This design comes from an exercise in tuning for small area, a short achievable clock period and few clock cycles on the open sky130 flow, not from production work.

==> v22 <==
## secded_sm_core
module secded_sm_core (
    input  wire        clk,
    input  wire        rst,
    input  wire [5:0]  enc_data,
    output wire [10:0] enc_chan,
    input  wire [10:0] dec_chan,
    output wire [5:0]  dec_data,
    output wire [1:0]  dec_outcome,
    input  wire        exec_valid,
    input  wire [5:0]  exec_word,
    output wire        exec_ready,
    output wire [1:0]  run_state,
    output wire        ovf,
    output wire [2:0]  err_cause,
    output wire [1:0]  top_tag,
    output wire [7:0]  top_data,
    output wire        ann_valid,
    output wire [7:0]  ann_data,
    input  wire        ann_ready
);
==> flow/config.mk <==
export PLATFORM = sky130hd
export DESIGN_NAME = secded_sm_core
export DESIGN_NICKNAME = secded_sm_core
export VERILOG_FILES = /design/flow/design.v
export SDC_FILE = /design/flow/constraint.sdc
export NUM_CORES = 4
export LEC_CHECK = 0
export CAP_MARGIN = 20
export CORE_MARGIN = 2
export CORE_UTILIZATION = 60
export SETUP_SLACK_MARGIN = 4.5
export SLEW_MARGIN = 20
==> flow/constraint.sdc <==
create_clock -name core_clock -period 10.0 [get_ports {clk}]
set_input_delay 2.0000 -clock core_clock [delete_from_list [all_inputs] [get_ports {clk}]]
set_output_delay 2.0000 -clock core_clock [all_outputs]
set_load 0.01 [all_outputs]
run.sh (not shown) runs the stock make flow with config.mk's settings and CLKGATE_MAP_FILE= SYNTH_SCRIPT=/design/flow/synth_recipe.tcl, a recipe that flattens the netlist after the stock synthesis.
==> inputs of v2, as changes to v22 <==
--- a/flow/design.v
+++ b/flow/design.v
@@ -114,13 +114,13 @@
     reg [1:0] mode;
     reg [5:0] sp;                 
     reg [8:0] xr, yr;             
     reg [8:0] mem [0:29];         
     reg [7:0] acc;                
     reg       dv_mod;             
-    reg [2:0] dv_cnt;             
+    reg       dv_more;            
     reg [4:0] left;               
     reg [7:0] cd;                 
     reg [1:0] cn;                 
     reg       tp;                 
     reg       av;
     reg [7:0] ab;
@@ -135,14 +135,12 @@
     wire [7:0] y = yr[7:0];
     wire x_chr = xr[8];
     wire y_chr = yr[8];
     wire has1 = |sp;
     wire has2 = |sp[5:1];
     wire full = sp[5];
-    wire [5:0] sp_inc = sp + 6'd1;
-    wire [5:0] sp_dec = sp - 6'd1;
     assign top_tag  = !has1 ? 2'b00 : !x_chr ? 2'b01 : (x == 8'h20) ? 2'b11 : 2'b10;
     assign top_data = has1 ? x : 8'h00;
     wire [8:0] leaf [0:31];
     genvar g;
     generate
         for (g = 0; g < 32; g = g + 1) begin : LEAF
@@ -193,57 +191,40 @@
         else if (y >= 8'd16) exp_ovf = (x >= 8'd2);
         else if (y >= 8'd7)  exp_ovf = (x >= 8'd3);
         else if (y >= 8'd4)  exp_ovf = (x >= 8'd4);
         else if (y == 8'd3)  exp_ovf = (x >= 8'd6);
         else                 exp_ovf = (x >= 8'd8);
     end
-    wire [7:0] ym = y | {1'b0, y[7:1]} | {2'b0, y[7:2]} | {3'b0, y[7:3]} |
-                    {4'b0, y[7:4]} | {5'b0, y[7:5]} | {6'b0, y[7:6]} | {7'b0, y[7]};
-    wire [7:0] fits;
-    generate
-        for (g = 0; g < 8; g = g + 1) begin : FIT
-            wire [15:0] xs = {8'd0, x} << g;
-            assign fits[g] = (xs[15:8] == 8'd0) && ((xs[7:0] & ~ym) == 8'd0);
+    function [8:0] dstage;        
+        input [7:0] rem;
+        input       b;
+        input [7:0] d;
+        reg [9:0] diff;
+        begin
+            diff = {1'b0, rem, b} - {2'b00, d};
+            dstage = diff[9] ? {1'b0, rem[6:0], b} : {1'b1, diff[7:0]};
         end
-    endgenerate
-    reg [2:0] dv_k;
-    always @(*) begin
-        casez (fits[7:1])
-            7'b1??????: dv_k = 3'd7;
-            7'b01?????: dv_k = 3'd6;
-            7'b001????: dv_k = 3'd5;
-            7'b0001???: dv_k = 3'd4;
-            7'b00001??: dv_k = 3'd3;
-            7'b000001?: dv_k = 3'd2;
-            7'b0000001: dv_k = 3'd1;
-            default:    dv_k = 3'd0;
-        endcase
-    end
-    wire [7:0] dv_d0 = x << dv_k;
-    wire [7:0] dv_d  = ready ? dv_d0 : acc;
-    wire [8:0] dv_df = {1'b0, y} - {1'b0, dv_d};
-    wire       dv_ge = !dv_df[8];
-    wire [7:0] dv_rem = dv_ge ? dv_df[7:0] : y;
-    wire [7:0] dv_quo = {x[6:0], dv_ge};      
-    function [3:0] add3;
-        input [3:0] a;
-        case (a)
-            4'd5: add3 = 4'd8;  4'd6: add3 = 4'd9;  4'd7: add3 = 4'd10;
-            4'd8: add3 = 4'd11; 4'd9: add3 = 4'd12;
-            default: add3 = a;
-        endcase
     endfunction
-    function [9:0] bcd8;          
+    wire dv_big = |x[7:5];        
+    wire dv_mid = |x[7:2];        
+    wire [7:0] dv_r0 = ready ? (dv_big ? {3'b000, y[7:3]} : dv_mid ? {6'd0, y[7:6]} : 8'd0) : acc;
+    wire [2:0] dv_b  = ready ? (dv_big ? y[2:0] : dv_mid ? y[5:3] : {1'b0, y[7:6]}) : yr[8:6];
+    wire [8:0] ds1 = dstage(dv_r0,     dv_b[2], x);
+    wire [8:0] ds2 = dstage(ds1[7:0],  dv_b[1], x);
+    wire [8:0] ds3 = dstage(ds2[7:0],  dv_b[0], x);
+    wire [2:0] dv_q = {ds1[8], ds2[8], ds3[8]};
+    wire [7:0] dv_rem = ds3[7:0];
+    function [9:0] bcd8;
         input [7:0] v;
         reg [17:0] s;
         integer k;
         begin
             s = {10'd0, v};
             for (k = 0; k < 8; k = k + 1) begin
-                s[11:8]  = add3(s[11:8]);
-                s[15:12] = add3(s[15:12]);
+                if (s[11:8]  >= 4'd5) s[11:8]  = s[11:8]  + 4'd3;
+                if (s[15:12] >= 4'd5) s[15:12] = s[15:12] + 4'd3;
                 s = s << 1;
             end
             bcd8 = s[17:8];
         end
     endfunction
     wire [9:0] bcd = bcd8(x);
@@ -326,13 +307,13 @@
             end
             OP_SHR: bin_res = big_shift ? 8'h00 : shr_t;
             OP_HEX: bin_res = {y[3:0] + 4'd9, x[3:0] + 4'd9};
             OP_IEQ: bin_res = {7'd0, (x == y)};
             OP_XOR: bin_res = x ^ y;
             OP_EXP: begin bin_res = exp_zero ? 8'h00 : exp_r1; bin_ovf = exp_ovf; end
-            OP_DIV: bin_res = {7'd0, dv_ge};
+            OP_DIV: bin_res = {5'd0, dv_q};
             OP_MOD: bin_res = dv_rem;
             default: ;
         endcase
     end
     wire [8:0] push_cell = is_lit ? {5'b00000, w[3:0]} :
                            is_chr ? ((w[4:0] == 5'd26) ? 9'h120 : {4'b1010, 5'd1 + w[4:0]}) :
@@ -369,17 +350,17 @@
                         OP_SWP: begin
                             x_nx = yr; x_we = 1'b1;
                             y_nx = xr; y_we = 1'b1;
                         end
                         OP_NOT: begin x_nx = {1'b0, ~x}; x_we = 1'b1; end
                         OP_DIV, OP_MOD: begin
-                            if (dv_k == 3'd0) begin
+                            if (dv_big) begin
                                 do_pop = 1'b1; x_nx = {1'b0, bin_res}; x_we = 1'b1;
                             end else begin
-                                x_nx = {8'd0, dv_ge};  x_we = 1'b1;
-                                y_nx = {1'b0, dv_rem}; y_we = 1'b1;
+                                y_nx = dv_mid ? {y[2:0], 3'b000, dv_q} : {y[5:0], dv_q};
+                                y_we = 1'b1;
                             end
                         end
                         OP_EXP: begin
                             if (exp_done) begin
                                 do_pop = 1'b1; x_nx = {1'b0, bin_res}; x_we = 1'b1;
                             end else begin
@@ -391,18 +372,17 @@
                             do_pop = 1'b1; x_nx = {1'b0, bin_res}; x_we = 1'b1;
                         end
                     endcase
                 end
             end
             M_DIV: begin
-                if (dv_cnt != 3'd0) begin
-                    x_nx = {1'b0, dv_quo}; x_we = 1'b1;
-                    y_nx = {1'b0, dv_rem}; y_we = 1'b1;
+                if (dv_more) begin
+                    y_nx = {yr[5:0], dv_q}; y_we = 1'b1;
                 end else begin
                     do_pop = 1'b1; x_we = 1'b1;
-                    x_nx = {1'b0, dv_mod ? dv_rem : dv_quo};
+                    x_nx = {1'b0, dv_mod ? dv_rem : {yr[4:0], dv_q}};
                 end
             end
             M_EXP: begin
                 x_nx = {1'b0, acc[0] ? prod[7:0] : x}; x_we = 1'b1;
                 if (acc[7:1] == 7'd0) do_pop = 1'b1;
                 else begin y_nx = {1'b0, sq_y}; y_we = 1'b1; end
@@ -430,21 +410,21 @@
             yr <= rd;
         end else begin
             if (x_we) xr <= x_nx;
             if (y_we) yr <= y_nx;
         end
         if (mode == M_READY) begin
-            acc    <= (opc == OP_EXP) ? {2'b00, exp_e[5:1]} : {1'b0, dv_d0[7:1]};
+            acc    <= (opc == OP_EXP) ? {2'b00, exp_e[5:1]} : dv_rem;
             left   <= x[4:0];
             dv_mod <= opc[3];
-            dv_cnt <= dv_k - 3'd1;
+            dv_more <= !dv_mid;
         end else if (mode == M_EXP) begin
             acc <= {1'b0, acc[7:1]};
         end else if (mode == M_DIV) begin
-            acc <= {1'b0, acc[7:1]};
-            dv_cnt <= dv_cnt - 3'd1;
+            acc <= dv_rem;
+            dv_more <= 1'b0;
         end
         if (load_cell)
             left <= left - 5'd1;
         if (load_cell)
             cd <= fd;
         else if (load_cd)
@@ -460,14 +440,14 @@
             mode    <= M_READY;
             sp      <= 6'd0;
             cn      <= 2'd0;
             tp      <= 1'b0;
             av      <= 1'b0;
         end else begin
-            if (do_push) sp <= sp_inc;
-            else if (do_pop) sp <= sp_dec;
+            if (do_push) sp <= sp + 6'd1;
+            else if (do_pop) sp <= sp - 6'd1;
             if (load_cd || load_term || load_cell) av <= 1'b1;
             else if (ann_ready) av <= 1'b0;
             tp <= tp_set || (tp && !load_term);
             if (load_cell) cn <= fn;
             else if (load_cd) cn <= cn - 2'd1;
             case (mode)
@@ -481,19 +461,19 @@
                             case (opc)
                                 OP_ADD, OP_SUB, OP_MUL, OP_SHL, OP_SHR, OP_EXP:
                                     ovf_q <= bin_ovf;
                                 OP_DIV, OP_MOD: ovf_q <= 1'b0;
                                 default: ;
                             endcase
-                            if ((opc == OP_DIV || opc == OP_MOD) && dv_k != 3'd0) mode <= M_DIV;
+                            if ((opc == OP_DIV || opc == OP_MOD) && !dv_big) mode <= M_DIV;
                             if (opc == OP_EXP && !exp_done) mode <= M_EXP;
                         end
                         if (is_spk && !tp_set) mode <= M_SPK;
                     end
                 end
-                M_DIV: if (dv_cnt == 3'd0) mode <= M_READY;
+                M_DIV: if (!dv_more) mode <= M_READY;
                 M_EXP: if (acc[7:1] == 7'd0) mode <= M_READY;
                 M_SPK: if (tp_set) mode <= M_READY;
             endcase
         end
     end
 endmodule
CORE_UTILIZATION = 40   (was 60)
==> run summary <==
Gpl congestion = 1.00
Initial DRT Pass Iterations = 8
Met1 WL = 28400 um
# Taps = 468
Clock latency at the later pin of the worst-skew pair = 0.56 ns
Status = no timing/DRC/antenna violations
Worst Path Arrival = 3.74 ns
R2r setup slk = 4.49 ns
Most used cell, CP = xnor2_2
-- figures above: v22

==> run summary <==
Met1 WL = 32100 um
Status = no timing/DRC/antenna violations
Gpl congestion = 0.987
R2r setup slk = 3.09 ns
Worst Path Arrival = 7.21 ns
Clock latency at the later pin of the worst-skew pair = 0.57 ns
# Taps = 756
Initial DRT Pass Iterations = 7
-- figures above: v2

No run of this note included a check of the RTL's function; only the layout flow was run.

[what the ideal ports hide]
In the flow no input, the clock included, has a driving cell. The finished layouts below were timed again as built, in two steps. Step 1: set_driving_cell puts a clkbuf_16 on clk and a buf_2 on each other input, an assumption about the parent block. Step 2, shift: input delay + t, output delay - t, t = (earliest + latest rising clock arrival at the registers) / 2. This alone moves slack from input paths to output paths. Three values: no drivers, after step 1, after step 2; two values: the first two.
| run | t, ns | slack for setup (ns) | worst hold slack (ns) | worst slew at a driven data input, ns | cell pins on the clock port's net |
|---|---|---|---|---|---|
| v22 | 0.605 | 4.260 / 4.221 / 4.054 | 0.474 / 0.474 / 0.474 | 0.08 | 1 |
| v2 | 0.610 | 3.093 / 3.093 / 3.093 | 0.541 / 0.541 / 0.541 | 0.08 | 1 |
After both steps setup and hold are still met in every run listed. The setup slack of v22, which loses most, moves by -0.039 ns with the drivers and by -0.206 ns with both steps.
